What follows belongs to an exercise in optimizing a design on an open flow for small area, a short achievable clock period and few clock cycles; a production flow would make more cautious choices. In this exercise RTL edits were held to simulation tests only and were not proved equivalent to the original. Power figures rest on the tool's default switching activity, not on a simulated workload.

==> design/flow/config.mk <==
export PLATFORM = sky130hd
export DESIGN_NAME = bms_codec
export DESIGN_NICKNAME = bms_codec
export VERILOG_FILES = /design/flow/design.v
export SDC_FILE = /design/flow/constraint.sdc
export NUM_CORES = 4
export LEC_CHECK = 0
export CAP_MARGIN = 20
export CORE_MARGIN = 2
export CORE_UTILIZATION = 40
export PLACE_DENSITY = 0.6
export SLEW_MARGIN = 20
==> design/flow/flow/run.sh <==
#!/bin/bash
# Standard layout, with timing repair aiming at a setup slack of MARGIN ns.
set -euo pipefail
MARGIN=6
sed "s/\"\\\${@:-finish}\"/SETUP_SLACK_MARGIN=$MARGIN &/" standard.sh > standard_margin.sh
grep -q "SETUP_SLACK_MARGIN=$MARGIN" standard_margin.sh
bash standard_margin.sh > make_finish.log 2>&1
==> design/flow/design.v <==
module bms_crc15_cmd (
    input  wire [15:0] cmd,
    output reg  [15:0] pec
);
    integer j;
    reg [14:0] r;
    always @* begin
        r = 15'h0010;
        for (j = 15; j >= 0; j = j - 1)
            r = {r[13:0], 1'b0} ^ ((r[14] ^ cmd[j]) ? 15'h4599 : 15'h0000);
        pec = {r, 1'b0};
    end
endmodule
module bms_crc10_byte (
    input  wire [9:0] crc_in,
    input  wire [7:0] data,
    output reg  [9:0] crc_out
);
    integer j;
    always @* begin
        crc_out = crc_in;
        for (j = 7; j >= 0; j = j - 1)
            crc_out = {crc_out[8:0], 1'b0} ^ ((crc_out[9] ^ data[j]) ? 10'h08F : 10'h000);
    end
endmodule
module bms_crc10_ctr (
    input  wire [9:0] crc_in,
    input  wire [5:0] ctr,
    output reg  [9:0] crc_out
);
    integer j;
    always @* begin
        crc_out = crc_in;
        for (j = 5; j >= 0; j = j - 1)
            crc_out = {crc_out[8:0], 1'b0} ^ ((crc_out[9] ^ ctr[j]) ? 10'h08F : 10'h000);
    end
endmodule
module bms_codec (
    input  wire        clk,
    input  wire        rst,
    input  wire        req_valid,
    output wire        req_ready,
    input  wire [31:0] req_desc,
    input  wire [7:0]  req_count,
    input  wire [7:0]  req_counter,
    input  wire        in_valid,
    output wire        in_ready,
    input  wire [7:0]  in_data,
    output wire        out_valid,
    input  wire        out_ready,
    output wire [7:0]  out_data,
    output wire        out_last,
    output wire [2:0]  out_status
);
    localparam MAX_DEVICES = 16;
    localparam [1:0] K_CMD = 2'd0, K_WR = 2'd1, K_RD = 2'd2, K_ILL = 2'd3;
    localparam [2:0] ST_OK  = 3'd0, ST_BRK = 3'd1, ST_POR = 3'd3,
                     ST_CCE = 3'd4, ST_ILL = 3'd7;
    localparam [1:0] R_OK = 2'd0, R_BRK = 2'd1, R_CCE = 2'd2, R_POR = 2'd3;
    localparam [9:0] CRC10_SEED = 10'h010;
    reg         req_ready_q, in_ready_q;
    reg  [4:0]  alloc_q;         
    reg  [4:0]  rdf_q;           
    reg         i_busy, i_done, i_inph, i_new;
    reg         i_legal, i_opb, i_opc;    
    reg         i_port;
    reg  [3:0]  i_n1;            
    reg  [15:0] i_cmd;           
    reg  [1:0]  i_rank;          
    reg         i_hdr;           
    reg  [2:0]  i_col;           
    reg  [3:0]  i_srem;          
    reg  [4:0]  i_row;           
    reg         w_v, w_st, w_rd, w_c0, w_c6, w_c7, w_last;
    reg  [3:0]  w_row;
    reg  [2:0]  w_col;
    reg  [7:0]  w_data;
    reg  [9:0]  rcrc_q;          
    reg         hi_ok_q;         
    reg  [7:0]  exp_lo_q;        
    reg  [1:0]  rank_m_q;        
    reg  [767:0] mem;
    reg         p_v, p_fr, p_cmdk, p_wr, p_rd, p_one;
    reg  [3:0]  p_n1;
    reg  [15:0] p_cmd;
    reg  [2:0]  p_stat;
    reg         c_v, c_fr, c_cmdk, c_wr, c_rd, c_one;
    reg  [3:0]  c_n1;
    reg  [15:0] c_cmd;
    reg  [2:0]  c_stat;
    reg         s_hdr;
    reg  [7:0]  s_coh;           
    reg  [3:0]  s_srem;
    reg         s_ls;            
    reg         o_v, o_last, o_pay, o_c0, o_c5;
    reg  [7:0]  o_data;
    reg  [2:0]  o_stat;
    reg  [9:0]  wcrc_q;
    assign req_ready  = req_ready_q;
    assign in_ready   = in_ready_q;
    assign out_valid  = o_v;
    assign out_data   = o_data;
    assign out_last   = o_last;
    assign out_status = o_stat;
    wire req_fire = req_valid & req_ready_q;
    wire in_fire  = in_valid & in_ready_q;
    wire advance  = ~o_v | out_ready;
    wire [3:0]  d_op     = req_desc[19:16];
    wire        d_port   = req_desc[22];
    wire [1:0]  d_cls    = req_desc[21:20];
    wire [15:0] d_cmd    = req_desc[15:0];
    wire        d_rsv0   = (req_desc[31:23] == 9'd0);
    wire        d_cnt_ok = (req_count != 8'd0) && (req_count <= MAX_DEVICES);
    reg  [1:0]  d_kind;
    always @* begin
        d_kind = K_ILL;
        if (d_rsv0 && d_cls == 2'd0) begin
            case (d_op)
                4'hA: if (!d_port && req_count == 8'd0 && req_counter == 8'd0)
                          d_kind = K_CMD;
                4'hB: if (d_cnt_ok && req_counter == 8'd0)
                          d_kind = K_WR;
                4'hC: if (d_cmd == 16'd0 && d_cnt_ok && req_counter <= 8'd63)
                          d_kind = K_RD;
                default: d_kind = K_ILL;
            endcase
        end
    end
    wire        d_opb     = (d_op == 4'hB);
    wire        d_opc     = (d_op == 4'hC);
    wire [4:0]  d_row0    = d_port ? alloc_q : (alloc_q + req_count[4:0] - 5'd1);
    wire [4:0]  free_rows = rdf_q + 5'd16 - alloc_q;
    wire        d_wr_ok   = d_port ? (free_rows != 5'd0) : (req_count[4:0] <= free_rows);
    wire [1:0]  i_kind    = ~i_legal ? K_ILL : i_opb ? K_WR : i_opc ? K_RD : K_CMD;
    wire        i_hasin   = i_legal & (i_opb | i_opc);
    wire        n_noin    = i_new & ~i_hasin;    
    wire        i_wr      = i_opb;
    wire        pos_store = i_wr | (~i_hdr & (i_col < 3'd6));
    wire        pos_c0    = ~i_hdr & (i_col == 3'd0);
    wire        pos_send  = ~i_hdr & (i_col == (i_wr ? 3'd5 : 3'd7));
    wire        pos_last  = pos_send & (i_srem == 4'd0);
    wire        pos_hend  = i_hdr & (i_col == 3'd3);
    wire [4:0]  row_nxt   = i_row + 5'd1;
    wire [4:0]  cur_df    = i_row - rdf_q;
    wire [4:0]  nxt_df    = row_nxt - rdf_q;
    wire        chk_cur   = ~cur_df[4];
    wire        chk_nxt   = ~nxt_df[4] | ~i_port;
    wire [9:0] rcrc_byte, rcrc_fold;
    bms_crc10_byte u_rcrc (.crc_in(w_c0 ? CRC10_SEED : rcrc_q), .data(w_data),
                           .crc_out(rcrc_byte));
    bms_crc10_ctr  u_rfold (.crc_in(rcrc_q), .ctr(w_data[7:2]), .crc_out(rcrc_fold));
    wire [1:0] rank_m = (w_data[7:2] == i_cmd[5:0]) ? R_OK :
                        (w_data[7:2] == 6'd0)       ? R_POR : R_CCE;
    wire       pec_ok    = hi_ok_q & (exp_lo_q == w_data);
    wire [1:0] rank_slot = pec_ok ? rank_m_q : R_BRK;
    wire [1:0] rank_new  = (rank_slot > i_rank) ? rank_slot : i_rank;
    wire       w_done   = w_v & w_last;
    wire       w_rdok   = ~w_rd | (rank_new == R_OK);
    wire       push_w   = w_done & ~p_v;
    wire       push_i   = (i_done | n_noin) & ~p_v;
    wire       push     = push_w | push_i;
    reg  [2:0] rank_st;
    always @* begin
        case (i_rank)
            R_OK:    rank_st = ST_OK;
            R_BRK:   rank_st = ST_BRK;
            R_CCE:   rank_st = ST_CCE;
            default: rank_st = ST_POR;
        endcase
    end
    genvar gr, gc;
    generate
        for (gr = 0; gr < 16; gr = gr + 1) begin : g_row
            for (gc = 0; gc < 6; gc = gc + 1) begin : g_col
                always @(posedge clk)
                    if (w_v && w_st && w_row == gr && w_col == gc)
                        mem[(gr*6+gc)*8 +: 8] <= w_data;
            end
        end
    endgenerate
    wire [3:0]   rs = rdf_q[3:0];
    reg  [127:0] cb;             
    integer k, b;
    always @* begin
        for (k = 0; k < 16; k = k + 1) begin
            cb[k*8 +: 8] = 8'h00;
            for (b = 0; b < 6; b = b + 1)
                cb[k*8 +: 8] = cb[k*8 +: 8] | (mem[(k*6+b)*8 +: 8] & {8{s_coh[b]}});
        end
    end
    wire [63:0] m1;
    wire [31:0] m2;
    wire [15:0] m3;
    generate
        for (gr = 0; gr < 8; gr = gr + 1) begin : g_m1
            assign m1[gr*8 +: 8] = rs[0] ? cb[(2*gr+1)*8 +: 8] : cb[(2*gr)*8 +: 8];
        end
        for (gr = 0; gr < 4; gr = gr + 1) begin : g_m2
            assign m2[gr*8 +: 8] = rs[1] ? m1[(2*gr+1)*8 +: 8] : m1[(2*gr)*8 +: 8];
        end
        for (gr = 0; gr < 2; gr = gr + 1) begin : g_m3
            assign m3[gr*8 +: 8] = rs[2] ? m2[(2*gr+1)*8 +: 8] : m2[(2*gr)*8 +: 8];
        end
    endgenerate
    wire [7:0] rbyte = rs[3] ? m3[15:8] : m3[7:0];
    wire [15:0] pec15w;
    bms_crc15_cmd u_crc15 (.cmd(c_cmd), .pec(pec15w));
    wire [7:0] hbyte = (c_cmd[15:8]   & {8{s_coh[0]}}) |
                       (c_cmd[7:0]    & {8{s_coh[1]}}) |
                       (pec15w[15:8]  & {8{s_coh[2]}}) |
                       (pec15w[7:0]   & {8{s_coh[3]}});
    wire s_send  = c_wr ? s_coh[7] : s_coh[5];
    wire s_last  = c_one | (s_hdr ? (c_cmdk & s_coh[3]) : (s_send & s_ls));
    wire iss     = advance & c_v;
    wire c_end   = iss & s_last;
    wire pop     = p_v & (~c_v | c_end);
    wire s_rowrd = ~s_hdr & ~c_one & s_coh[5];
    wire [7:0] sbyte = s_hdr ? hbyte : c_one ? 8'h00 : rbyte;
    wire [9:0] wcrc_byte, wcrc_full;
    bms_crc10_byte u_wcrc (.crc_in(o_c0 ? CRC10_SEED : wcrc_q), .data(o_data),
                           .crc_out(wcrc_byte));
    bms_crc10_ctr  u_wfold (.crc_in(wcrc_byte), .ctr(6'd0), .crc_out(wcrc_full));
    wire s_phi = c_wr & ~s_hdr & s_coh[6];
    wire s_plo = c_wr & ~s_hdr & s_coh[7];
    always @(posedge clk) begin
        if (rst) begin
            req_ready_q <= 1'b1;
            in_ready_q  <= 1'b0;
            alloc_q     <= 5'd0;
            rdf_q       <= 5'd0;
            i_busy      <= 1'b0;
            i_done      <= 1'b0;
            i_inph      <= 1'b0;
            i_new       <= 1'b0;
            w_v         <= 1'b0;
            p_v         <= 1'b0;
            c_v         <= 1'b0;
            o_v         <= 1'b0;
        end else begin
            w_v <= in_fire;
            if (req_fire) begin
                i_busy <= 1'b1;
                i_done <= 1'b0;
                i_inph <= d_opb | d_opc;
            end else begin
                if (push)
                    i_busy <= 1'b0;
                i_done <= (i_done | n_noin | w_done) & p_v;
                if ((in_fire && pos_last) || n_noin)
                    i_inph <= 1'b0;
            end
            if (req_fire)
                req_ready_q <= 1'b0;
            else if (i_busy)
                req_ready_q <= push | (in_fire & pos_last & ~p_v);
            else
                req_ready_q <= 1'b1;
            if (req_fire)
                in_ready_q <= d_opc | (d_opb & d_wr_ok);
            else if (i_inph && !n_noin) begin
                if (in_fire)
                    in_ready_q <= ~pos_last & (pos_hend ? chk_cur : pos_send ? chk_nxt : 1'b1);
                else
                    in_ready_q <= (pos_c0 & pos_store) ? chk_cur : 1'b1;
            end else
                in_ready_q <= 1'b0;
            i_new <= req_fire;
            if (i_new && i_hasin)
                alloc_q <= alloc_q + {1'b0, i_n1} + 5'd1;
            if (push)
                p_v <= 1'b1;
            else if (pop)
                p_v <= 1'b0;
            if (pop)
                c_v <= 1'b1;
            else if (c_end)
                c_v <= 1'b0;
            if (iss && s_rowrd)
                rdf_q <= rdf_q + 5'd1;
            else if (iss && c_one && c_fr)
                rdf_q <= rdf_q + {1'b0, c_n1} + 5'd1;
            if (advance)
                o_v <= iss;
        end
        w_data <= in_data;
        w_st   <= pos_store;
        w_rd   <= i_opc & ~i_hdr;
        w_c0   <= (i_col == 3'd0);
        w_c6   <= (i_col == 3'd6);
        w_c7   <= (i_col == 3'd7);
        w_last <= pos_last;
        w_row  <= i_row[3:0];
        w_col  <= i_col;
        if (req_fire) begin
            i_legal <= (d_kind != K_ILL);
            i_opb   <= d_opb;
            i_opc   <= d_opc;
            i_port <= d_port;
            i_n1   <= req_count[3:0] - 4'd1;
            i_cmd  <= d_cmd | {10'd0, req_counter[5:0]};    
            i_rank <= R_OK;
            i_hdr  <= d_opc;
            i_col  <= 3'd0;
            i_srem <= req_count[3:0] - 4'd1;
            i_row  <= d_row0;
        end else begin
            if (in_fire) begin
                if (i_hdr) begin
                    if (i_col == 3'd3) begin
                        i_hdr <= 1'b0;
                        i_col <= 3'd0;
                    end else
                        i_col <= i_col + 3'd1;
                end else if (pos_send) begin
                    i_col  <= 3'd0;
                    i_srem <= i_srem - 4'd1;
                    i_row  <= i_port ? row_nxt : (i_row - 5'd1);
                end else
                    i_col <= i_col + 3'd1;
            end
            if (w_v && w_rd && w_c7)
                i_rank <= rank_new;
        end
        if (w_v && w_rd) begin
            if (w_c6) begin
                hi_ok_q  <= (rcrc_fold[9:8] == w_data[1:0]);
                exp_lo_q <= rcrc_fold[7:0];
                rank_m_q <= rank_m;
            end else if (!w_c7)
                rcrc_q <= rcrc_byte;
        end
        if (push) begin
            p_n1   <= i_n1;
            p_cmd  <= i_cmd;
            p_cmdk <= (i_kind == K_CMD);
            p_wr   <= (i_kind == K_WR);
            p_rd   <= (i_kind == K_RD) & (push_w ? w_rdok : (i_rank == R_OK));
            p_one  <= (i_kind == K_ILL) | ((i_kind == K_RD) & ~(push_w ? w_rdok : (i_rank == R_OK)));
            p_fr   <= (i_kind == K_RD) & ~(push_w ? w_rdok : (i_rank == R_OK));
            p_stat <= (i_kind == K_ILL) ? ST_ILL : push_w ? ST_OK : rank_st;
            if (push_w && w_rd) begin
                case (rank_new)
                    R_OK:    p_stat <= ST_OK;
                    R_BRK:   p_stat <= ST_BRK;
                    R_CCE:   p_stat <= ST_CCE;
                    default: p_stat <= ST_POR;
                endcase
            end
        end
        if (pop) begin
            c_n1   <= p_n1;
            c_cmd  <= p_cmd;
            c_stat <= p_stat;
            c_fr   <= p_fr;
            c_cmdk <= p_cmdk;
            c_wr   <= p_wr;
            c_rd   <= p_rd;
            c_one  <= p_one;
            s_hdr  <= p_cmdk | p_wr;
            s_coh  <= 8'b0000_0001;
            s_srem <= p_n1;
            s_ls   <= (p_n1 == 4'd0);
        end else if (iss) begin
            if (s_hdr) begin
                if (s_coh[3]) begin
                    s_hdr <= 1'b0;
                    s_coh <= 8'b0000_0001;
                end else
                    s_coh <= {s_coh[6:0], 1'b0};
            end else if (s_send) begin
                s_coh  <= 8'b0000_0001;
                s_srem <= s_srem - 4'd1;
                s_ls   <= (s_srem == 4'd1);
            end else
                s_coh <= {s_coh[6:0], 1'b0};
        end
        if (advance) begin
            o_data <= s_phi ? {6'd0, wcrc_full[9:8]} : s_plo ? wcrc_q[7:0] : sbyte;
            o_pay  <= c_wr & ~s_hdr & ~s_coh[6] & ~s_coh[7];
            o_c0   <= s_coh[0];
            o_c5   <= s_coh[5];
            o_last <= s_last;
            o_stat <= (c_one & s_last) ? c_stat : ST_OK;
            if (o_v && o_pay)
                wcrc_q <= o_c5 ? wcrc_full : wcrc_byte;
        end
    end
endmodule
==> design/flow/constraint.sdc <==
create_clock -name core_clock -period 9.0 [get_ports {clk}]
set_input_delay 1.8000 -clock core_clock [delete_from_list [all_inputs] [get_ports {clk}]]
set_output_delay 1.8000 -clock core_clock [all_outputs]
set_load 0.01 [all_outputs]
==> design/flow/standard.sh <==
#!/bin/bash
# synth_recipe.tcl (not shown) runs the flow's synth.tcl, then flattens the netlist and writes it again
# the make line also repeats each setting of config.mk as NAME=value (left out here)
make -C /OpenROAD-flow-scripts/flow DESIGN_CONFIG=/design/flow/config.mk WORK_HOME=/design/flow/orfs CLKGATE_MAP_FILE= SYNTH_SCRIPT=/design/flow/synth_recipe.tcl "${@:-finish}"
==> results of run 1 <==
[power by group]
group	leakage [nW]	internal (W)	switching [W]
Clock	1.57	0.00239	0.00167
Combinational	4.16	0.00101	0.00117
Sequential	8.68	0.00499	0.0000955
[how the worst max path moves through the flow]
| stage | slack (ns) | endpoint | depth (start not counted) |
|---|---|---|---|
| 2_1_floorplan | 5.68 | i_row[4] | 10 |
| 3_3_place_gp | 4.80 | i_row[4] | 11 |
| 3_5_place_dp | 4.81 | i_row[4] | 11 |
| 4_1_cts | 5.84 | out_data[6] | 1 |
| 5_1_grt | 5.84 | out_data[6] | 1 |
| 6_report | 5.90 | out_data[6] | 1 |
[logic make-up after synthesis]
group	Yosys count
xor+xnor	218
flops	962
buf+inv	201
simple gates	585
fa+ha+maj	55
mux	12
compound gates	499
[repair_timing]
item | in CTS | in global routing
buffers inserted | 34 | 22
cloned | 4 | 0
pin swaps | 12 | 16
resized for setup | 120 | 51
endpoints found under the setup margin | 114 | 60
hold buffers | 0 | 0
[through the flow]
stage / area, sq um / total power, W / cells / utilization
final: 45300 / 0.0113 / 4007 / 0.469
after CTS: 44900 / 0.0113 / 3985 / 0.465
after floorplan: 39000 / 0.00672 / 2532 / -
after global placement: 41000 / 0.00720 / 3767 / 0.425
after global routing: 45300 / 0.0117 / 4007 / 0.469
after detailed placement: 41000 / 0.00722 / 3767 / 0.425
[cell usage after synthesis (12+ instances only)]
cell type	number
xnor2_1	139
a31oi_1	13
inv_1	56
and3_1	27
clkbuf_1	97
a222oi_1	133
nor2b_1	15
ha_1	51
nand2_1	115
xor2_1	46
a22oi_1	137
dfxtp_1	54
nand3_1	108
buf_1	31
a211oi_1	12
nor2_1	171
nand4_1	81
o21ai_0	47
a311oi_1	12
a21oi_1	106
edfxtp_1	908
[registers in the layout, summed over array words and instances (netlist names), 5 cells and up]
signal and flops:
mem 768, rdf_q 5, rcrc_q 10, exp_lo_q 8
alloc_q 5, p_cmd 16, s_coh 8, o_data 8
c_cmd 16, i_cmd 16, i_row 5, wcrc_q 10
w_data 8
[final cells by class]
class / instances / share of cell area
clock inverter: 52 / 0.0121
multi-input combinational: 1369 / 0.221
timing repair buffer: 164 / 0.0397
tap: 1276 / 0.0353
sequential: 962 / 0.628
inverter: 56 / 0.00575
clock buffer: 128 / 0.0587
[layer usage]
metal | up-vias | global-route usage | part of all wire
met3 | 191 | 0.0340 | 0.084
li1 | 10300 | - | -
met1 | 12000 | 0.282 | 0.40
met5 | - | 0.00710 | 0.0011
met2 | 1132 | 0.345 | 0.48
met4 | 4 | 0.0742 | 0.033
==> flow_summary_export.csv, run 1 <==
group,metric,value,unit
worst_setup_path,critical_path.max_stage_delay,0.48,ns
clocking,clk_latency,0.66,ns
die,rows,114,
synthesis,synth_seq_area_share,0.729,
die,die_area,0.0997,sq mm
synthesis,synthAdderAreaFrac,0.0185,
worst_setup_path,r2r_slack,5.98,ns
power_and_ir_drop,cellPowerDensity,250,mW/mm^2
die,die_x,316,um
synthesis,synth_cells,2532,
clocking,cts_tree,"built",
detailed_routing,routedWlPerCell,26.4,um
synthesis,synthDistinctLibCells,69,
worst_setup_path,cp_max_fo,4,
placed_design,hpwlAfterDp,57800,um
cells_and_area,fillCellCount,8151,
clocking,h-tree-depth,3,
worst_setup_path,endpoint_kind,"output port",
cells_and_area,syn_to_final_growth,16.5,%
global_routing,antenna_found_initial,2,
clocking,cts_max_path_buffers,3,
sta,timing.hold.ws,0.389,ns
worst_setup_path,crit_path_start_kind,"flop",
cells_and_area,diodes,0,
sta,hold_viol,0,
die,start_util,0.403,
worst_setup_path,crit_buf_inv,1,
clocking,path_clk_slew,0.06,ns
sta,setup_violations,0,
min_path,min_from,"i_col[0]",
worst_setup_path,required,7.20,ns
synthesis,synthXorXnorAreaFrac,0.0596,
worst_setup_path,reg2regPathDepth,8,
synthesis,syn-cell-area,0.0389,sq mm
placed_design,gp_congestion,0.841,
clocking,cts_root_buf,"clkbuf_16",
synthesis,syn_nets,2648,
global_routing,grt_pass1_wl,155000,um
cells_and_area,multi_input_area,0.0100,sq mm
detailed_routing,drtIter0Drc,3046,
synthesis,synth_top_family_by_area,"compound AO/OA/AOI/OAI gates",
detailed_routing,viasPerCell,5.89,
worst_setup_path,crit_start,"o_data[6]",
worst_setup_path,r2r-end,"o_data[1]",
sta,fmax,322,MHz
synthesis,yosysWarningCount,4,
synthesis,synth.area.mux_share,0.00312,
min_path,hold_end,"w_col[0]",
synthesis,synth_top_area_frac,0.701,
synthesis,synth-main-ff-cell,"edfxtp_1",
sta,rsz0062_at_grt,"true",
cells_and_area,final_cell_mix,"908 x edfxtp_1, 163 x nor2_1, 138 x xnor2_1, 137 x a22oi_1, 133 x a222oi_1",
min_path,hold_path.class,"reg -> reg",
die,coreArea,0.0966,sq mm
cells_and_area,seqCellArea,0.0284,sq mm
cells_and_area,layout_commonest_cell,"edfxtp_1",
worst_setup_path,cp_cell_sequence,"buf_2",
global_routing,grt-ovfl-total,0,
worst_setup_path,timing.critical_path.slowest_stage_cell,"edfxtp_1",
cells_and_area,finalNetCount,2767,
detailed_routing,drt.antenna.violating_nets,0,
detailed_routing,drc,0,
synthesis,synth_simple_gate_area_frac,0.0728,
cells_and_area,drive_above_1_share,0.137,
global_routing,grt_pass1_vias,23600,
placed_design,port-buffer-count,75,
synthesis,avgSynthCellArea,15.4,sq um
sta,finClkSkew,0.0270,ns
synthesis,synth.largest_area_cell,"edfxtp_1",
sta,maxSlewHeadroom,0.250,
clocking,numCtsBuffers,98,
power_and_ir_drop,leakagePower,14.4,nW
status,outcome,"complete, no violations",
detailed_routing,drtPass1Iterations,8,
sta,slew_violations,0,
die,die_h,316,um
sta,fin_crit_sh,0.345,
worst_setup_path,crit_type,"reg -> out",
run,drv_cap,0,
synthesis,synthArstFlopShare,0,
detailed_routing,routed_wl,106000,um
sta,worst_pin_slew,1.12,ns
global_routing,grt_max_degree,96,
worst_setup_path,r2r_start,"s_coh[3]",
die,io_pins,76,
synthesis,synth_edf_count,908,
sta,fin_setup_tns,0,ns
synthesis,synth_compound_gate_area_share,0.0957,
power_and_ir_drop,irDropWorstVdd,0.185,mV
placed_design,pre_cts_ws,4.81,ns
synthesis,ys_top_cells_by_area,"edfxtp_1 70%, a222oi_1 3.4%, xnor2_1 3.1%",
worst_setup_path,crit_arrival,1.30,ns
min_path,min_path_cells,0,
clocking,clock_sinks,962,
sta,setup_ws,5.90,ns
sta,min_period,3.10,ns
synthesis,ys_ff_latch,962,
global_routing,grt.total_usage,0.209,
detailed_routing,via_count,23600,
worst_setup_path,cp_top_family,"flip-flops",
Testbench counts, summed over its fixed seeds: cycles 68,260.
==> run 2, diff against run 1 <==
--- a/design/flow/design.v
+++ b/design/flow/design.v
@@ -75,3 +75,2 @@
     reg  [3:0]  w_row;
-    reg  [2:0]  w_col;
     reg  [7:0]  w_data;
@@ -87,3 +86,2 @@
     reg         c_v, c_fr, c_cmdk, c_wr, c_rd, c_one;
-    reg  [3:0]  c_n1;
     reg  [15:0] c_cmd;
@@ -170,22 +168,24 @@
     end
-    genvar gr, gc;
+    wire [15:0] pec15w;
+    bms_crc15_cmd u_crc15 (.cmd(c_cmd), .pec(pec15w));
+    wire [7:0] hbyte = (c_cmd[15:8]   & {8{s_coh[0]}}) |
+                       (c_cmd[7:0]    & {8{s_coh[1]}}) |
+                       (pec15w[15:8]  & {8{s_coh[2]}}) |
+                       (pec15w[7:0]   & {8{s_coh[3]}});
+    wire s_send  = c_wr ? s_coh[7] : s_coh[5];
+    wire s_last  = c_one | (s_hdr ? (c_cmdk & s_coh[3]) : (s_send & s_ls));
+    wire iss     = advance & c_v;
+    wire c_end   = iss & s_last;
+    wire pop     = p_v & (~c_v | c_end);
+    wire s_rowrd = ~s_hdr & ~c_one & s_coh[5];
+    wire s_rdpay = ~s_hdr & ~c_one & ~s_coh[6] & ~s_coh[7];    
+    wire [3:0] rs = rdf_q[3:0];
+    genvar gr;
     generate
         for (gr = 0; gr < 16; gr = gr + 1) begin : g_row
-            for (gc = 0; gc < 6; gc = gc + 1) begin : g_col
-                always @(posedge clk)
-                    if (w_v && w_st && w_row == gr && w_col == gc)
-                        mem[(gr*6+gc)*8 +: 8] <= w_data;
-            end
+            always @(posedge clk)
+                if ((w_v && w_st && w_row == gr) || (iss && s_rdpay && rs == gr))
+                    mem[gr*48 +: 48] <= {w_data, mem[gr*48+8 +: 40]};
         end
     endgenerate
-    wire [3:0]   rs = rdf_q[3:0];
-    reg  [127:0] cb;             
-    integer k, b;
-    always @* begin
-        for (k = 0; k < 16; k = k + 1) begin
-            cb[k*8 +: 8] = 8'h00;
-            for (b = 0; b < 6; b = b + 1)
-                cb[k*8 +: 8] = cb[k*8 +: 8] | (mem[(k*6+b)*8 +: 8] & {8{s_coh[b]}});
-        end
-    end
     wire [63:0] m1;
@@ -195,3 +195,3 @@
         for (gr = 0; gr < 8; gr = gr + 1) begin : g_m1
-            assign m1[gr*8 +: 8] = rs[0] ? cb[(2*gr+1)*8 +: 8] : cb[(2*gr)*8 +: 8];
+            assign m1[gr*8 +: 8] = rs[0] ? mem[(2*gr+1)*48 +: 8] : mem[(2*gr)*48 +: 8];
         end
@@ -205,14 +205,2 @@
     wire [7:0] rbyte = rs[3] ? m3[15:8] : m3[7:0];
-    wire [15:0] pec15w;
-    bms_crc15_cmd u_crc15 (.cmd(c_cmd), .pec(pec15w));
-    wire [7:0] hbyte = (c_cmd[15:8]   & {8{s_coh[0]}}) |
-                       (c_cmd[7:0]    & {8{s_coh[1]}}) |
-                       (pec15w[15:8]  & {8{s_coh[2]}}) |
-                       (pec15w[7:0]   & {8{s_coh[3]}});
-    wire s_send  = c_wr ? s_coh[7] : s_coh[5];
-    wire s_last  = c_one | (s_hdr ? (c_cmdk & s_coh[3]) : (s_send & s_ls));
-    wire iss     = advance & c_v;
-    wire c_end   = iss & s_last;
-    wire pop     = p_v & (~c_v | c_end);
-    wire s_rowrd = ~s_hdr & ~c_one & s_coh[5];
     wire [7:0] sbyte = s_hdr ? hbyte : c_one ? 8'h00 : rbyte;
@@ -280,3 +268,3 @@
             else if (iss && c_one && c_fr)
-                rdf_q <= rdf_q + {1'b0, c_n1} + 5'd1;
+                rdf_q <= rdf_q + {1'b0, s_srem} + 5'd1;    
             if (advance)
@@ -292,3 +280,2 @@
         w_row  <= i_row[3:0];
-        w_col  <= i_col;
         if (req_fire) begin
@@ -350,3 +337,2 @@
         if (pop) begin
-            c_n1   <= p_n1;
             c_cmd  <= p_cmd;
==> run 2 against run 1 <==
  * Still clean on timing, DRC and antenna
  * Global-route usage fell by 5.3 points
  * Final cell count fell by 17%
  * Worst hold slack improved by 0.015 ns
  * Core utilization rose by 2.2 points
  * Highest routed layer is now met4
==> flow_summary_export.csv, run 2 <==
group,metric,value,unit
detailed_routing,drtIter0Drc,1491,
cells_and_area,multi_input_area,0.00742,sq mm
cells_and_area,top_register,"mem",
clocking,clock_sinks,955,
worst_setup_path,cp_max_fo,3,
power_and_ir_drop,cellPowerDensity,236,mW/mm^2
sta,maxSlewHeadroom,0.251,
cells_and_area,layout_commonest_cell,"edfxtp_1",
cells_and_area,drive_above_1_share,0.220,
global_routing,grt-ovfl-total,0,
synthesis,synth_commonest_cells,"904 x edfxtp_1, 150 x xnor2_1, 65 x nor2_1",
sta,slew_violations,0,
sta,fmax,326,MHz
global_routing,grt.total_usage,0.157,
sta,hold_viol,0,
min_path,min_path_cells,0,
die,die_area,0.0894,sq mm
clocking,path_clk_slew,0.06,ns
clocking,h-tree-depth,3,
global_routing,grt_pass1_wl,105000,um
detailed_routing,viasPerCell,5.07,
placed_design,hpwlAfterDp,39700,um
worst_setup_path,crit_type,"reg -> out",
sta,fin_setup_tns,0,ns
sta,fin_crit_sh,0.341,
detailed_routing,routedWlPerCell,21.7,um
placed_design,numPlacedInstances,2978,
sta,min_period,3.07,ns
detailed_routing,drc,0,
placed_design,port-buffer-count,75,
sta,finClkSkew,0.0220,ns
power_and_ir_drop,power,0.0100,W
synthesis,syn-cell-area,0.0348,sq mm
synthesis,synth_edf_count,904,
cells_and_area,fillCellCount,6984,
worst_setup_path,cp.depth,1,
cells_and_area,final_cell_mix,"904 x edfxtp_1, 144 x xnor2_1, 99 x clkbuf_16, 78 x buf_4, 61 x nor2_1",
cells_and_area,stdcell_count,3313,
synthesis,synth_seq_area_share,0.809,
worst_setup_path,cp_cell_sequence,"buf_2",
sta,rsz0062_at_grt,"true",
die,start_util,0.402,
detailed_routing,routed_wl,71900,um
clocking,numCtsBuffers,96,
die,coreArea,0.0865,sq mm
synthesis,syn_nets,1891,
synthesis,synthDistinctLibCells,67,
worst_setup_path,required,7.20,ns
synthesis,avgSynthCellArea,19.6,sq um
worst_setup_path,endpoint_kind,"output port",
worst_setup_path,timing.critical_path.slowest_stage_cell,"edfxtp_1",
die,die_h,299,um
synthesis,synth.largest_area_cell,"edfxtp_1",
worst_setup_path,critical_path.max_stage_delay,0.45,ns
cells_and_area,largest_register_ffs,768,
power_and_ir_drop,irDropWorstVdd,0.152,mV
synthesis,synth-main-ff-cell,"edfxtp_1",
global_routing,grt_max_degree,40,
die,rows,108,
global_routing,grt_pass1_vias,16900,
synthesis,synth.most_common_cell,"edfxtp_1",
synthesis,ys_ff_latch,955,
global_routing,antenna_found_initial,1,
cells_and_area,seqCellArea,0.0282,sq mm
clocking,clk_latency,0.65,ns
clocking,cts_root_buf,"clkbuf_16",
cells_and_area,finalNetCount,2198,
power_and_ir_drop,leakagePower,14.1,nW
worst_setup_path,crit_buf_inv,1,
clocking,postCtsHoldBufs,0,
cells_and_area,syn_to_final_growth,22.0,%
run,drv_cap,0,
detailed_routing,via_count,16800,
worst_setup_path,reg2regPathDepth,4,
die,io_pins,76,
synthesis,yosysWarningCount,4,
synthesis,synth_cells,1772,
detailed_routing,drtPass1Iterations,5,
sta,worst_pin_slew,1.12,ns
clocking,cts_tree,"built",
worst_setup_path,cp_top_family,"flip-flops",
status,outcome,"complete, no violations",
clocking,cts_max_path_buffers,3,
detailed_routing,drt.antenna.violating_nets,0,
synthesis,ys_top_cells_by_area,"edfxtp_1 78%, xnor2_1 3.8%, dfxtp_1 2.9%",
placed_design,gp_congestion,0.846,
synthesis,synth_top_area_frac,0.780,
worst_setup_path,crit_path_start_kind,"flop",
synthesis,synthArstFlopShare,0,
sta,timing.hold.ws,0.404,ns
worst_setup_path,crit_arrival,1.27,ns
min_path,hold_path.class,"reg -> reg",
die,die_x,299,um
cells_and_area,diodes,0,
sta,setup_violations,0,
-- run 2: final timing paths --
check	start	slack, ns	end
min reg2reg	mem[23]	0.40	mem[15]
min	mem[23]	0.40	mem[15]
max reg2reg	w_row[1]	5.95	mem[761]
max	o_data[0]	5.93	out_data[0]
-- run 2: what timing repair did --
| item | in CTS | in global routing |
|---|---|---|
| pin swaps | 8 | 6 |
| resized for setup | 155 | 36 |
| setup endpoints to repair | 874 | 354 |
| cloned | 51 | 5 |
| hold endpoints to repair | 0 | 0 |
| buffers inserted | 73 | 28 |
-- run 2: cell type report --
class                           count  area share
Sequential cell                   955       0.664
Multi-Input combinational cell    774       0.175
Clock buffer                      113      0.0588
Timing Repair Buffer              198      0.0493
Tap cell                         1155      0.0340
Clock inverter                     64      0.0133
Inverter                           54     0.00539
-- run 2: metrics by stage --
stage          utilization  worst slack (ns)  cell area (sq um)
4_1_cts              0.486              5.86              42000
6_report             0.491              5.93              42400
3_5_place_dp         0.431              4.59              37200
2_1_floorplan            -              5.48              35200
3_3_place_gp         0.431              4.64              37200
5_1_grt              0.491              5.90              42400
-- run 2: power breakdown --
| group | switching [W] | total, W | internal, W | leakage (nW) |
|---|---|---|---|---|
| clock | 0.00164 | 0.00382 | 0.00217 | 1.49 |
| sequential | 0.0000805 | 0.00499 | 0.00491 | 8.61 |
| combinational | 0.000631 | 0.00122 | 0.000585 | 4.02 |
| total | 0.00235 | 0.0100 | 0.00766 | 14.1 |
-- run 2: cell families after synthesis --
kind of cell               Yosys count  share of synthesized area
muxes                               52                     0.0293
AOI/OAI and AO/OA                  155                     0.0301
buffers and inverters               92                     0.0119
and+or+nand+nor                    237                     0.0335
DFF                                955                      0.809
adders and majority gates           58                     0.0217
xor gates and xnor gates           223                     0.0640
-- run 2: routing by layer --
layer  track usage  share of wire  vias to the layer above
met5             0              0                        -
met4        0.0554          0.026                        0
met3        0.0272          0.048                      134
met2         0.265           0.50                      460
met1         0.204           0.42                     8597
li1              -              -                     7612
Testbench counts of run 2, summed over its fixed seeds: cycles 68,260.
==> run 3, diff against run 2 <==
--- a/design/flow/config.mk
+++ b/design/flow/config.mk
@@ -9,4 +9,6 @@
 export CORE_MARGIN = 2
-export CORE_UTILIZATION = 40
-export PLACE_DENSITY = 0.6
+export CORE_UTILIZATION = 60
+export CTS_CLUSTER_DIAMETER = 100
+export CTS_CLUSTER_SIZE = 30
+export PLACE_DENSITY = 0.75
 export SLEW_MARGIN = 20
==> run 3 against run 2 <==
  * Worst hold slack got worse by 0.0019 ns
  * Die area decreased by 33%
  * Register-to-register slack got worse by 0.02 ns
  * Area after synthesis unchanged
  * Clock skew increased by 0.013 ns
  * Via count increased by 0.86%
  * Maximum frequency about the same
  * Sequential power about the same
  * Critical endpoint is now mem[390]
  * Largest cell class unchanged
  * Highest routed layer unchanged
==> flow_summary_export.csv, run 3 <==
group,metric,value,unit
detailed_routing,routed_wl,73600,um
power_and_ir_drop,irDropWorstVdd,0.187,mV
cells_and_area,syn_to_final_growth,15.7,%
clocking,numCtsBuffers,38,
sta,fin_crit_sh,0.341,
worst_setup_path,crit_type,"reg -> reg",
die,die_h,245,um
global_routing,grt.total_usage,0.232,
die,coreArea,0.0575,sq mm
synthesis,syn_nets,1891,
power_and_ir_drop,power,0.00831,W
synthesis,syn-cell-area,0.0348,sq mm
sta,finClkSkew,0.0352,ns
synthesis,avgSynthCellArea,19.6,sq um
clocking,path_clk_slew,0.11,ns
worst_setup_path,crit_arrival,3.42,ns
detailed_routing,drc,0,
die,rows,88,
synthesis,synth_top_area_frac,0.780,
global_routing,grt_max_degree,41,
placed_design,hpwlAfterDp,38000,um
synthesis,synth_commonest_cells,"904 x edfxtp_1, 150 x xnor2_1, 65 x nor2_1",
placed_design,gp_congestion,0.940,
clocking,h-tree-depth,2,
global_routing,antenna_found_initial,0,
synthesis,ys_ff_latch,955,
cells_and_area,design_area,0.0403,sq mm
die,die_x,245,um
synthesis,synth-main-ff-cell,"edfxtp_1",
clocking,clk_latency,0.63,ns
detailed_routing,drtPass1Iterations,5,
global_routing,grt-ovfl-total,0,
placed_design,port-buffer-count,75,
sta,min_period,3.07,ns
synthesis,synthDistinctLibCells,67,
cells_and_area,final_cell_mix,"904 x edfxtp_1, 146 x xnor2_1, 63 x buf_4, 62 x nor2_1, 53 x clkdlybuf4s50_1",
synthesis,ys_top_cells_by_area,"edfxtp_1 78%, xnor2_1 3.8%, dfxtp_1 2.9%",
worst_setup_path,critical_path.max_stage_delay,1.20,ns
status,outcome,"complete, no violations",
sta,fin_setup_tns,0,ns
detailed_routing,via_count,16900,
clocking,cts_max_path_buffers,3,
cells_and_area,drive_above_1_share,0.187,
global_routing,grt_pass1_vias,16400,
sta,setup_violations,0,
worst_setup_path,timing.critical_path.slowest_stage_cell,"dfxtp_1",
synthesis,synthArstFlopShare,0,
placed_design,placed_area,0.0368,sq mm
global_routing,grt_pass1_wl,102000,um
min_path,hold_path.class,"reg -> reg",
synthesis,synth_cells,1772,
power_and_ir_drop,cellPowerDensity,206,mW/mm^2
detailed_routing,viasPerCell,6.02,
worst_setup_path,crit_buf_inv,2,
placed_design,numPlacedInstances,2589,
worst_setup_path,cp_cell_sequence,"nor2b_4 -> a22o_4 -> buf_4 -> buf_4",
cells_and_area,diodes,0,
worst_setup_path,endpoint_kind,"flop",
worst_setup_path,cp_max_fo,25,
worst_setup_path,cp_top_family,"flip-flops",
synthesis,synth_seq_area_share,0.809,
synthesis,synth.largest_area_cell,"edfxtp_1",
detailed_routing,drt.antenna.violating_nets,0,
detailed_routing,routedWlPerCell,26.2,um
power_and_ir_drop,leakagePower,13.3,nW
cells_and_area,largest_register_ffs,768,
worst_setup_path,crit_top_cell,"buf_4",
cells_and_area,finalNetCount,2138,
die,io_pins,76,
sta,worst_pin_slew,1.30,ns
clocking,clock_sinks,955,
sta,rsz0062_at_grt,"true",
run,drv_cap,0,
sta,fmax,326,MHz
sta,hold_viol,0,
clocking,postCtsHoldBufs,0,
cells_and_area,stdcell_count,2813,
die,start_util,0.605,
detailed_routing,drtIter0Drc,1790,
cells_and_area,layout_commonest_cell,"edfxtp_1",
cells_and_area,top_register,"mem",
die,die_area,0.0599,sq mm
synthesis,synth_edf_count,904,
sta,maxSlewHeadroom,0.134,
synthesis,yosysWarningCount,4,
synthesis,synth.most_common_cell,"edfxtp_1",
clocking,cts_tree,"built",
sta,slew_violations,0,
worst_setup_path,crit_path_start_kind,"flop",
worst_setup_path,required,9.35,ns
clocking,cts_root_buf,"clkbuf_16",
==> run 3: changes by cell type in the layout (fill, tap and decap cells not counted), sizes merged <==
cell / before / now
a22o: 33 / 50
a32o: 33 / 28
buf: 136 / 121
bufbuf: 2 / 0
bufinv: 6 / 0
clkbuf: 117 / 69
clkdlybuf4s18: 0 / 1
clkdlybuf4s50: 55 / 53
clkinv: 46 / 5
clkinvlp: 6 / 2
dlymetal6s2s: 0 / 2
inv: 60 / 53
==> run 3: power by group <==
part | total [W] | leakage [nW] | internal, W | switching [W]
combinational | 0.00121 | 4.13 | 0.000585 | 0.000630
sequential | 0.00498 | 8.61 | 0.00490 | 0.0000783
clock | 0.00212 | 0.546 | 0.000834 | 0.00128
==> run 3: layout make-up <==
| class | instances | area, sq um |
|---|---|---|
| Timing Repair Buffer | 184 | 2020 |
| Clock buffer | 63 | 1040 |
| Clock inverter | 6 | 110 |
| Tap cell | 765 | 957 |
| Sequential cell | 955 | 28200 |
| Multi-Input combinational cell | 786 | 7680 |
| Fill cell | 3445 | 17200 |
| Inverter | 54 | 238 |
==> run 3: final timing paths <==
| path | slack (ns) | start | cells past startpoint | end |
|---|---|---|---|---|
| min reg2reg | 0.40 | mem[669] | 0 | mem[661] |
| min | 0.40 | mem[669] | 0 | mem[661] |
| max | 5.93 | w_row[3] | 4 | mem[390] |
| max reg2reg | 5.93 | w_row[3] | 4 | mem[390] |
==> run 3: routing by layer <==
layer  vias up  share of wire  global-route usage
met5         -              0                   0
met4         0          0.035              0.0915
met3       141          0.066              0.0335
met2       757           0.52               0.399
met1      8578           0.38               0.303
li1       7471              -                   -
==> run 3: cell families after synthesis <==
group,share of synthesized area
adder cells (fa/ha/maj),0.0217
buffers and inverters,0.0119
XOR/XNOR,0.0640
AO/OA/AOI/OAI,0.0301
flip-flops,0.809
multiplexers,0.0293
AND/OR/NAND/NOR,0.0335
==> run 3: what timing repair did <==
action	4_1_cts	5_1_grt
gates resized for setup	176	56
gates cloned	58	13
pin swaps	10	14
buffers inserted	53	29
endpoints found under the setup margin	846	411
==> run 3: through the flow <==
step	worst slack (ns)	hold slack (ns)	utilization
floorplan	5.48	0.372	-
global placement	4.70	0.400	0.640
detailed placement	4.61	0.405	0.640
CTS	5.94	0.404	0.687
global route	5.82	0.417	0.700
finish	5.93	0.402	0.700
==> run 4, diff against run 3 <==
--- a/design/flow/flow/run.sh
+++ b/design/flow/flow/run.sh
@@ -3,3 +3,3 @@
 set -euo pipefail
-MARGIN=6
+MARGIN=5.8
 sed "s/\"\\\${@:-finish}\"/SETUP_SLACK_MARGIN=$MARGIN &/" standard.sh > standard_margin.sh
--- a/design/flow/config.mk
+++ b/design/flow/config.mk
@@ -9,6 +9,6 @@
 export CORE_MARGIN = 2
-export CORE_UTILIZATION = 60
+export CORE_UTILIZATION = 40
 export CTS_CLUSTER_DIAMETER = 100
 export CTS_CLUSTER_SIZE = 30
-export PLACE_DENSITY = 0.75
+export PLACE_DENSITY = 0.6
 export SLEW_MARGIN = 20
==> run 4 against run 3 <==
  * Critical endpoint is now mem[88]
  * Highest routed layer is now met5
  * Final cell count is 11% higher
  * Sequential cell count stayed put
  * Clock skew is 0.0076 ns lower
  * Still clean on timing, DRC and antenna
  * Critical path type is now in -> reg
==> flow_summary_export.csv, run 4 <==
group,metric,value,unit
synthesis,syn-cell-area,0.0348,sq mm
worst_setup_path,cp_max_fo,24,
worst_setup_path,crit_arrival,3.47,ns
status,outcome,"complete, no violations",
cells_and_area,largest_register_ffs,768,
die,io_pins,76,
clocking,cts_tree,"built",
sta,finClkSkew,0.0276,ns
worst_setup_path,crit_buf_inv,3,
power_and_ir_drop,cellPowerDensity,211,mW/mm^2
clocking,clk_latency,0.63,ns
worst_setup_path,cp_top_family,"simple AND/OR/NAND/NOR gates",
power_and_ir_drop,switching_share,0.238,
sta,setup_violations,0,
synthesis,avgSynthCellArea,19.6,sq um
power_and_ir_drop,power.share.combinational,0.139,
placed_design,gp_congestion,0.849,
cells_and_area,layout_commonest_cell,"edfxtp_1",
synthesis,synth_cells,1772,
power_and_ir_drop,switchingPower,0.00197,W
die,die_area,0.0894,sq mm
placed_design,port-buffer-count,75,
min_path,min_path_cells,0,
worst_setup_path,required,9.29,ns
min_path,hold_end,"mem[178]",
run,drv_cap,0,
power_and_ir_drop,seq_power_share,0.601,
synthesis,synth_commonest_cells,"904 x edfxtp_1, 150 x xnor2_1, 65 x nor2_1",
clocking,h-tree-depth,2,
worst_setup_path,critical_path.max_stage_delay,0.36,ns
die,start_util,0.402,
sta,fin_crit_sh,0.353,
worst_setup_path,r2r_start,"w_data[3]",
die,coreArea,0.0865,sq mm
sta,fmax,315,MHz
synthesis,synth_seq_area_share,0.809,
cells_and_area,drive_above_1_share,0.130,
worst_setup_path,endpoint_kind,"flop",
sta,min_period,3.17,ns
synthesis,synth.most_common_cell,"edfxtp_1",
sta,hold_viol,0,
synthesis,synth.largest_area_cell,"edfxtp_1",
worst_setup_path,cp.depth,8,
sta,setup_ws,5.83,ns
global_routing,grt-ovfl-total,0,
synthesis,syn_nets,1891,
sta,fin_setup_tns,0,ns
sta,maxSlewHeadroom,0.191,
synthesis,ys_top_cells_by_area,"edfxtp_1 78%, xnor2_1 3.8%, dfxtp_1 2.9%",
synthesis,synthDistinctLibCells,67,
power_and_ir_drop,irDropWorstVdd,0.190,mV
worst_setup_path,r2r_slack,5.90,ns
placed_design,hpwlAfterDp,39500,um
synthesis,ys_ff_latch,955,
detailed_routing,routed_wl,66500,um
detailed_routing,drtPass1Iterations,5,
clocking,cts_max_path_buffers,3,
power_and_ir_drop,p_int,0.00631,W
die,die_h,299,um
global_routing,antenna_found_initial,5,
placed_design,pre_cts_ws,4.59,ns
detailed_routing,routedWlPerCell,21.3,um
sta,worst_pin_slew,1.21,ns
worst_setup_path,crit_top_cell,"buf_4",
min_path,hold_path.class,"reg -> reg",
sta,slew_violations,0,
detailed_routing,drt.antenna.violating_nets,0,
power_and_ir_drop,power_frac_clock,0.260,
detailed_routing,via_count,15700,
worst_setup_path,crit_path_start_kind,"primary input",
cells_and_area,finalNetCount,2056,
global_routing,grt_max_degree,40,
min_path,min_from,"mem[186]",
clocking,cts_root_buf,"clkbuf_16",
global_routing,grt_pass1_vias,15500,
worst_setup_path,crit_type,"in -> reg",
global_routing,grt.total_usage,0.146,
synthesis,synth-main-ff-cell,"edfxtp_1",
worst_setup_path,r2r-end,"p_one",
synthesis,yosysWarningCount,4,
power_and_ir_drop,leakagePower,12.6,nW
synthesis,synthArstFlopShare,0,
synthesis,synth_edf_count,904,
detailed_routing,viasPerCell,5.03,
cells_and_area,final_cell_mix,"904 x edfxtp_1, 149 x xnor2_1, 62 x nor2_1, 56 x clkdlybuf4s50_1, 52 x xor2_1",
global_routing,grt_pass1_wl,98000,um
clocking,clock_sinks,955,
worst_setup_path,cp_cell_sequence,"dlygate4sd2_1 -> nand2b_4 -> and2_4 -> nand3_4 -> nor3_4 -> buf_4 -> buf_4 -> a32o_4",
detailed_routing,drtIter0Drc,1486,
cells_and_area,top_register,"mem",
worst_setup_path,timing.critical_path.slowest_stage_cell,"a32o_4",
detailed_routing,drc,0,
worst_setup_path,reg2regPathDepth,13,
clocking,numCtsBuffers,39,
sta,rsz0062_at_grt,"true",
synthesis,synth_top_area_frac,0.780,
die,rows,108,
die,die_x,299,um
clocking,path_clk_slew,0.11,ns
cells_and_area,syn_to_final_growth,13.1,%
## run 4: layer usage
| metal | up-vias | global-route usage | share of wire | wire (um) |
|---|---|---|---|---|
| li1 | 7222 | - | - | - |
| met1 | 8045 | 0.198 | 0.43 | 28300 |
| met2 | 329 | 0.250 | 0.51 | 33600 |
| met3 | 84 | 0.0208 | 0.046 | 3050 |
| met4 | 4 | 0.0385 | 0.023 | 1500 |
| met5 | - | 0 | 0.00042 | 28 |
## run 4: power by group through the flow
stage	Combinational [W]	Sequential [W]	Clock (W)
final	0.00115	0.00498	0.00215
after detailed placement	0.00113	0.00507	0
after floorplan	0.000909	0.00504	0
after global placement	0.00111	0.00507	0
after CTS	0.00116	0.00497	0.00222
after global routing	0.00125	0.00498	0.00237
## run 4: metrics by stage
stage | hold WS, ns | power, W | utilization | cell area (sq um) | cells
6_report | 0.412 | 0.00828 | 0.455 | 39400 | 3118
3_3_place_gp | 0.400 | 0.00618 | 0.431 | 37200 | 2979
2_1_floorplan | 0.372 | 0.00595 | - | 35200 | 1772
5_1_grt | 0.418 | 0.00860 | 0.455 | 39300 | 3117
4_1_cts | 0.395 | 0.00835 | 0.453 | 39200 | 3109
3_5_place_dp | 0.405 | 0.00620 | 0.431 | 37200 | 2979
## run 4: final cells by class
type                    count  area [sq um]
diodes                      1          2.50
clock buffers              58          1050
multi-input cells         759          7100
clock inverters             8           133
inverters                  54           229
well taps                1155          1450
repair buffers            128          1210
flip-flops and latches    955         28200
fillers                  7242         47100
## run 4: worst max path at each step
stage / startpoint / endpoint / slack, ns
after floorplan: out_ready / mem[0] / 5.48
final: out_ready / mem[88] / 5.83
after global placement: out_ready / s_srem[0] / 4.62
after detailed placement: out_ready / mem[29] / 4.59
after global routing: w_data[3] / p_one / 5.72
after CTS: req_valid / in_ready_q / 5.78
## run 4: cells by family after synthesis
kind of cell | share of synthesized area
and+or+nand+nor | 0.0335
DFF | 0.809
AOI/OAI and AO/OA | 0.0301
muxes | 0.0293
adders and majority gates | 0.0217
buffers and inverters | 0.0119
xor gates and xnor gates | 0.0640
## run 4: what timing repair did
item | in CTS | in global routing
buffers inserted | 34 | 2
pin swaps | 6 | 2
hold buffers | 0 | 0
resized for setup | 63 | 16
gates cloned | 30 | 4
endpoints found under the setup margin | 828 | 121
==> run 5, diff against run 4 <==
--- a/design/flow/flow/run.sh
+++ b/design/flow/flow/run.sh
@@ -3,3 +3,3 @@
 set -euo pipefail
-MARGIN=5.8
+MARGIN=6.2
 sed "s/\"\\\${@:-finish}\"/SETUP_SLACK_MARGIN=$MARGIN &/" standard.sh > standard_margin.sh
==> run 5 against run 4 <==
  * Count of clock-buffer cells in the layout up 6
  * Clock power about the same
  * Clock skew down 0.0058 ns
==> flow_summary_export.csv, run 5 <==
group,metric,value,unit
detailed_routing,drtPass1Iterations,5,
synthesis,ys_ff_latch,955,
sta,worst_pin_slew,1.28,ns
worst_setup_path,endpoint_kind,"output port",
die,die_area,0.0894,sq mm
power_and_ir_drop,irDropWorstVdd,0.161,mV
worst_setup_path,crit_arrival,1.23,ns
die,die_h,299,um
clocking,numCtsBuffers,38,
global_routing,antenna_found_initial,6,
synthesis,synthDistinctLibCells,67,
sta,hold_viol,0,
worst_setup_path,critical_path.max_stage_delay,0.46,ns
worst_setup_path,cp_max_fo,2,
synthesis,syn_nets,1891,
worst_setup_path,cp_top_family,"flip-flops",
power_and_ir_drop,power.share.combinational,0.154,
run,drv_cap,0,
cells_and_area,largest_register_ffs,768,
worst_setup_path,crit_path_start_kind,"flop",
clocking,clk_latency,0.61,ns
cells_and_area,layout_commonest_cell,"edfxtp_1",
placed_design,port-buffer-count,75,
power_and_ir_drop,switchingPower,0.00202,W
sta,fmax,330,MHz
die,coreArea,0.0865,sq mm
detailed_routing,drt.antenna.violating_nets,0,
min_path,min_path_cells,0,
power_and_ir_drop,power_frac_clock,0.254,
cells_and_area,diodes,0,
power_and_ir_drop,switching_share,0.240,
sta,rsz0062_at_grt,"true",
min_path,hold_path.class,"reg -> reg",
placed_design,gp_congestion,0.857,
synthesis,ys_top_cells_by_area,"edfxtp_1 78%, xnor2_1 3.8%, dfxtp_1 2.9%",
synthesis,synth.most_common_cell,"edfxtp_1",
detailed_routing,routedWlPerCell,23.2,um
cells_and_area,syn_to_final_growth,21.2,%
power_and_ir_drop,p_int,0.00638,W
status,outcome,"complete, no violations",
sta,fin_crit_sh,0.336,
sta,finClkSkew,0.0218,ns
die,die_x,299,um
worst_setup_path,cp.depth,1,
global_routing,grt_pass1_wl,106000,um
worst_setup_path,required,7.20,ns
cells_and_area,seqCellArea,0.0282,sq mm
sta,maxSlewHeadroom,0.145,
synthesis,synth-main-ff-cell,"edfxtp_1",
clocking,h-tree-depth,2,
die,rows,108,
power_and_ir_drop,leakagePower,14.2,nW
detailed_routing,wl_met2,38100,um
clocking,path_clk_slew,0.11,ns
sta,min_period,3.03,ns
detailed_routing,drc,0,
worst_setup_path,timing.critical_path.slowest_stage_cell,"edfxtp_1",
power_and_ir_drop,seq_power_share,0.592,
die,io_pins,76,
cells_and_area,top_register,"mem",
detailed_routing,wl_met1,32200,um
synthesis,synthArstFlopShare,0,
cells_and_area,final_cell_mix,"904 x edfxtp_1, 133 x xnor2_1, 97 x buf_4, 61 x nor2_1, 60 x a22o_4",
worst_setup_path,reg2regPathDepth,4,
cells_and_area,drive_above_1_share,0.243,
worst_setup_path,crit_buf_inv,1,
power_and_ir_drop,cellPowerDensity,199,mW/mm^2
synthesis,synth_top_area_frac,0.780,
sta,fin_setup_tns,0,ns
synthesis,yosysWarningCount,4,
cells_and_area,finalNetCount,2227,
worst_setup_path,crit_type,"reg -> out",
clocking,cts_tree,"built",
cells_and_area,multi_input_area,0.00835,sq mm
sta,slew_violations,0,
clocking,clock_sinks,955,
detailed_routing,viasPerCell,5.26,
placed_design,hpwlAfterDp,39200,um
clocking,cts_max_path_buffers,3,
detailed_routing,drtIter0Drc,1466,
placed_design,numPlacedInstances,2979,
synthesis,synth_cells,1772,
worst_setup_path,cp_cell_sequence,"buf_2",
cells_and_area,fillCellCount,6981,
sta,setup_violations,0,
clocking,cts_root_buf,"clkbuf_16",
global_routing,grt.total_usage,0.158,
global_routing,grt_pass1_vias,16500,
cells_and_area,stdcell_count,3293,
global_routing,grt-ovfl-total,0,
synthesis,syn-cell-area,0.0348,sq mm
synthesis,synth_edf_count,904,
synthesis,avgSynthCellArea,19.6,sq um
die,start_util,0.402,
synthesis,synth.largest_area_cell,"edfxtp_1",
synthesis,synth_seq_area_share,0.809,
detailed_routing,routed_wl,76300,um
global_routing,grt_max_degree,41,
detailed_routing,via_count,17300,
synthesis,synth_commonest_cells,"904 x edfxtp_1, 150 x xnor2_1, 65 x nor2_1",
detailed_routing,route.top_layer_used,"met5",
detailed_routing,dr_wl_met3,3910,um
## run 5: cell counts after synthesis
No cell type changed its count.
## run 5: final cells by class
class                   count  area share
clock buffers              64      0.0256
well taps                1155      0.0343
multi-input cells         810       0.198
inverters                  54     0.00611
flip-flops and latches    955       0.669
clock inverters             6     0.00181
repair buffers            249      0.0655
## run 5: cells by family after synthesis
family | after synthesis | synth area share
xor+xnor | 223 | 0.0640
simple gates | 237 | 0.0335
fa+ha+maj | 58 | 0.0217
mux | 52 | 0.0293
buf+inv | 92 | 0.0119
flops | 955 | 0.809
compound gates | 155 | 0.0301
## run 5: worst paths after layout
check | slack (ns) | end | from
worst min register to register | 0.42 | mem[726] | mem[734]
worst min-delay path | 0.42 | mem[726] | mem[734]
worst max-delay path | 5.97 | out_data[7] | o_data[7]
worst max register to register | 5.99 | mem[739] | w_row[0]
## run 5: worst reg2reg max path, stage by stage, from the launching register on
cell,delay [ns]
dfxtp_1,0.71
clkinvlp_4,0.39
nor3_4,0.68
buf_4,0.44
a32o_2,0.46
## run 5: power by group through the flow
stage | Combinational (W) | Sequential [W] | Clock (W)
3_5_place_dp | 0.00112 | 0.00508 | 0
5_1_grt | 0.00140 | 0.00498 | 0.00234
4_1_cts | 0.00121 | 0.00497 | 0.00218
3_3_place_gp | 0.00111 | 0.00508 | 0
2_1_floorplan | 0.000912 | 0.00504 | 0
6_report | 0.00129 | 0.00497 | 0.00213
## run 5: what timing repair did
item	CTS	global route
gates cloned	57	43
resized for setup	223	151
setup buffers	77	65
pin swaps	26	52
hold buffers	0	0
setup endpoints to repair	882	801
## run 5: per-stage QoR
| step | power [W] | hold WS [ns] | setup slack, ns | utilization | cell area, sq um |
|---|---|---|---|---|---|
| floorplan | 0.00595 | 0.372 | 5.48 | - | 35200 |
| global placement | 0.00619 | 0.400 | 4.61 | 0.431 | 37300 |
| CTS | 0.00837 | 0.422 | 5.93 | 0.467 | 40400 |
| finish | 0.00840 | 0.417 | 5.97 | 0.488 | 42200 |
| global route | 0.00872 | 0.426 | 5.87 | 0.488 | 42200 |
| detailed placement | 0.00620 | 0.405 | 4.57 | 0.431 | 37300 |
## run 5: routing by layer
| metal | global-route usage | vias up |
|---|---|---|
| li1 | - | 7748 |
| met1 | 0.215 | 8956 |
| met3 | 0.0199 | 115 |
| met2 | 0.271 | 496 |
| met4 | 0.0425 | 8 |
| met5 | 0 | - |
==> run 6, diff against run 5 <==
--- a/design/flow/flow/run.sh
+++ b/design/flow/flow/run.sh
@@ -3,3 +3,3 @@
 set -euo pipefail
-MARGIN=6.2
+MARGIN=6
 sed "s/\"\\\${@:-finish}\"/SETUP_SLACK_MARGIN=$MARGIN &/" standard.sh > standard_margin.sh
--- a/design/flow/config.mk
+++ b/design/flow/config.mk
@@ -10,3 +10,3 @@
 export CORE_UTILIZATION = 40
-export CTS_CLUSTER_DIAMETER = 100
+export CTS_CLUSTER_DIAMETER = 150
 export CTS_CLUSTER_SIZE = 30
==> run 6 against run 5 <==
  * Still clean
  * Maximum frequency down 0.81%
  * Worst setup slack worse by 0.025 ns
  * Total power down 2.1%
  * Largest cell class unchanged
==> flow_summary_export.csv, run 6 <==
group,metric,value,unit
global_routing,grt_max_degree,40,
synthesis,synth_edf_count,904,
worst_setup_path,critical_path.max_stage_delay,0.47,ns
clocking,path_clk_slew,0.11,ns
die,io_pins,76,
placed_design,gp_congestion,0.846,
cells_and_area,diodes,0,
sta,finClkSkew,0.0243,ns
synthesis,avgSynthCellArea,19.6,sq um
sta,worst_pin_slew,1.28,ns
clocking,clock_sinks,955,
detailed_routing,drtPass1Iterations,7,
clocking,numCtsBuffers,37,
synthesis,synth_seq_area_share,0.809,
power_and_ir_drop,leakagePower,13.2,nW
die,die_h,299,um
sta,setup_violations,0,
die,die_area,0.0894,sq mm
clocking,clk_latency,0.61,ns
power_and_ir_drop,cellPowerDensity,203,mW/mm^2
die,start_util,0.402,
synthesis,synth_commonest_cells,"904 x edfxtp_1, 150 x xnor2_1, 65 x nor2_1",
min_path,hold_path.class,"reg -> reg",
detailed_routing,drtIter0Drc,1482,
clocking,cts_tree,"built",
worst_setup_path,cp_top_family,"flip-flops",
synthesis,syn_nets,1891,
die,coreArea,0.0865,sq mm
placed_design,numPlacedInstances,2978,
synthesis,ys_ff_latch,955,
global_routing,antenna_found_initial,3,
placed_design,port-buffer-count,75,
worst_setup_path,crit_path_start_kind,"flop",
global_routing,grt_pass1_vias,16300,
global_routing,grt.total_usage,0.152,
synthesis,syn-cell-area,0.0348,sq mm
placed_design,hpwlAfterDp,39700,um
worst_setup_path,endpoint_kind,"output port",
clocking,cts_root_buf,"clkbuf_16",
cells_and_area,syn_to_final_growth,16.2,%
cells_and_area,final_cell_mix,"904 x edfxtp_1, 145 x xnor2_1, 61 x nor2_1, 55 x clkdlybuf4s50_1, 55 x buf_4",
sta,rsz0062_at_grt,"true",
status,outcome,"complete, no violations",
worst_setup_path,crit_arrival,1.25,ns
synthesis,synthArstFlopShare,0,
sta,fin_crit_sh,0.339,
worst_setup_path,crit_buf_inv,1,
die,rows,108,
synthesis,ys_top_cells_by_area,"edfxtp_1 78%, xnor2_1 3.8%, dfxtp_1 2.9%",
cells_and_area,seqCellArea,0.0282,sq mm
sta,min_period,3.05,ns
detailed_routing,drc,0,
sta,fmax,328,MHz
sta,hold_viol,0,
sta,slew_violations,0,
detailed_routing,wl_met1,29800,um
sta,maxSlewHeadroom,0.146,
clocking,h-tree-depth,2,
worst_setup_path,required,7.20,ns
worst_setup_path,cp_max_fo,3,
synthesis,synth.most_common_cell,"edfxtp_1",
detailed_routing,route.top_layer_used,"met4",
synthesis,synthDistinctLibCells,67,
synthesis,synth_top_area_frac,0.780,
detailed_routing,dr_wl_met3,3030,um
synthesis,synth.largest_area_cell,"edfxtp_1",
synthesis,synth_cells,1772,
die,die_x,299,um
worst_setup_path,cp_cell_sequence,"buf_2",
cells_and_area,largest_register_ffs,768,
worst_setup_path,timing.critical_path.slowest_stage_cell,"edfxtp_1",
cells_and_area,fillCellCount,7214,
detailed_routing,routed_wl,69900,um
detailed_routing,routedWlPerCell,21.9,um
clocking,cts_max_path_buffers,3,
cells_and_area,drive_above_1_share,0.185,
cells_and_area,top_register,"mem",
detailed_routing,via_count,16400,
clocking,postCtsHoldBufs,0,
global_routing,grt_pass1_wl,103000,um
cells_and_area,finalNetCount,2140,
worst_setup_path,crit_type,"reg -> out",
power_and_ir_drop,irDropWorstVdd,0.152,mV
global_routing,grt-ovfl-total,0,
detailed_routing,wl_met2,35400,um
synthesis,synth-main-ff-cell,"edfxtp_1",
sta,timing.hold.ws,0.410,ns
detailed_routing,viasPerCell,5.12,
synthesis,yosysWarningCount,4,
cells_and_area,layout_commonest_cell,"edfxtp_1",
run,drv_cap,0,
cells_and_area,stdcell_count,3197,
sta,fin_setup_tns,0,ns
detailed_routing,drt.antenna.violating_nets,0,
cells_and_area,multi_input_area,0.00748,sq mm
## run 6: changes by cell type in the layout (fill, tap and decap cells not counted), moves of 10 or more
| cell | before | now |
|---|---|---|
| a22o_4 | 60 | 27 |
| dlymetal6s2s_1 | 14 | 0 |
| buf_4 | 97 | 55 |
| xnor2_1 | 133 | 145 |
| clkdlybuf4s50_1 | 30 | 55 |
| xnor2_2 | 20 | 8 |
| a22o_2 | 0 | 12 |
| a32o_2 | 25 | 15 |
## run 6: kinds of logic after synthesis
kind of cell,synth area share
AOI/OAI and AO/OA,0.0301
xor gates and xnor gates,0.0640
adders and majority gates,0.0217
buffers and inverters,0.0119
DFF,0.809
muxes,0.0293
and+or+nand+nor,0.0335
## run 6: cell type report
class	count	share of cell area
clock buffers	56	0.0247
clock inverters	4	0.00111
inverters	54	0.00566
multi-input cells	778	0.185
flip-flops and latches	955	0.697
well taps	1155	0.0357
repair buffers	195	0.0510
## run 6: metal layers
layer,global-route usage,vias up
met5,0,-
met4,0.0444,0
met3,0.0178,89
met2,0.265,407
met1,0.202,8428
li1,-,7445
## run 6: stage by stage
stage / utilization / setup slack, ns / total power (W) / cell area (sq um)
2_1_floorplan: - / 5.48 / 0.00595 / 35200
3_3_place_gp: 0.431 / 4.64 / 0.00618 / 37200
3_5_place_dp: 0.431 / 4.59 / 0.00621 / 37200
4_1_cts: 0.462 / 5.88 / 0.00825 / 39900
5_1_grt: 0.468 / 5.91 / 0.00853 / 40400
6_report: 0.468 / 5.95 / 0.00822 / 40400
## run 6: repair_timing
action / 4_1_cts / 5_1_grt
endpoints found under the setup margin: 877 / 593
setup buffers: 72 / 24
cloned: 55 / 6
resized for setup: 175 / 50
pin swaps: 8 / 6
## run 6: report_power, final
| part | total (W) | switching, W | internal (W) |
|---|---|---|---|
| clock | 0.00203 | 0.00124 | 0.000791 |
| combinational | 0.00121 | 0.000631 | 0.000582 |
| sequential | 0.00498 | 0.0000776 | 0.00490 |
## run 6: path summary, 6_finish.rpt
path | end | startpoint | cells after the start | slack (ns)
max reg2reg | mem[238] | w_row[2] | 3 | 6.12
min | mem[326] | mem[334] | 0 | 0.41
min reg2reg | mem[326] | mem[334] | 0 | 0.41
max | out_data[0] | o_data[0] | 1 | 5.95

-- separate check: timing with driven ports --
The flow's constraints put no driver on any port. The routed layouts listed below were extracted and timed again, unchanged, in two steps. Step 1 (the two cells are an assumption about what drives the block):
set clk [get_ports {clk}]
set_driving_cell -lib_cell sky130_fd_sc_hd__clkbuf_16 $clk
set_driving_cell -lib_cell sky130_fd_sc_hd__buf_2 [delete_from_list [all_inputs] $clk]
Step 2 adds t to the input delays and takes it off the output delays; t is the mean of the earliest and latest rising clock arrival at the registers after step 1. Input paths then give back, and output paths get back, about the clock's delay inside the block. a / b / c = ideal ports / drivers / drivers and shift; a / b = the first two.
| run | t, ns | setup WS [ns] | worst setup path at the end | latest minus earliest clock arrival (ns) | worst data-port slew with drivers (ns) |
|---|---|---|---|---|---|
| run 1 | 0.708 | 5.896 / 5.831 / 5.351 | input to register | 0.031 / 0.031 | 0.11 |
| run 2 | 0.708 | 5.930 / 5.864 / 5.301 | input to register | 0.023 / 0.023 | 0.05 |
| run 3 | 0.683 | 5.928 / 5.895 / 5.317 | input to register | 0.038 / 0.038 | 0.05 |
| run 4 | 0.677 | 5.825 / 5.774 / 5.185 | input to register | 0.035 / 0.035 | 0.04 |
| run 5 | 0.663 | 5.972 / 5.909 / 5.370 | input to register | 0.024 / 0.024 | 0.06 |
| run 6 | 0.661 | 5.947 / 5.884 / 5.348 | input to register | 0.028 / 0.028 | 0.05 |
After both steps setup and hold are still met in every run listed. The setup slack of run 4, which loses most, moves by -0.051 ns with the drivers and by -0.640 ns with both steps.
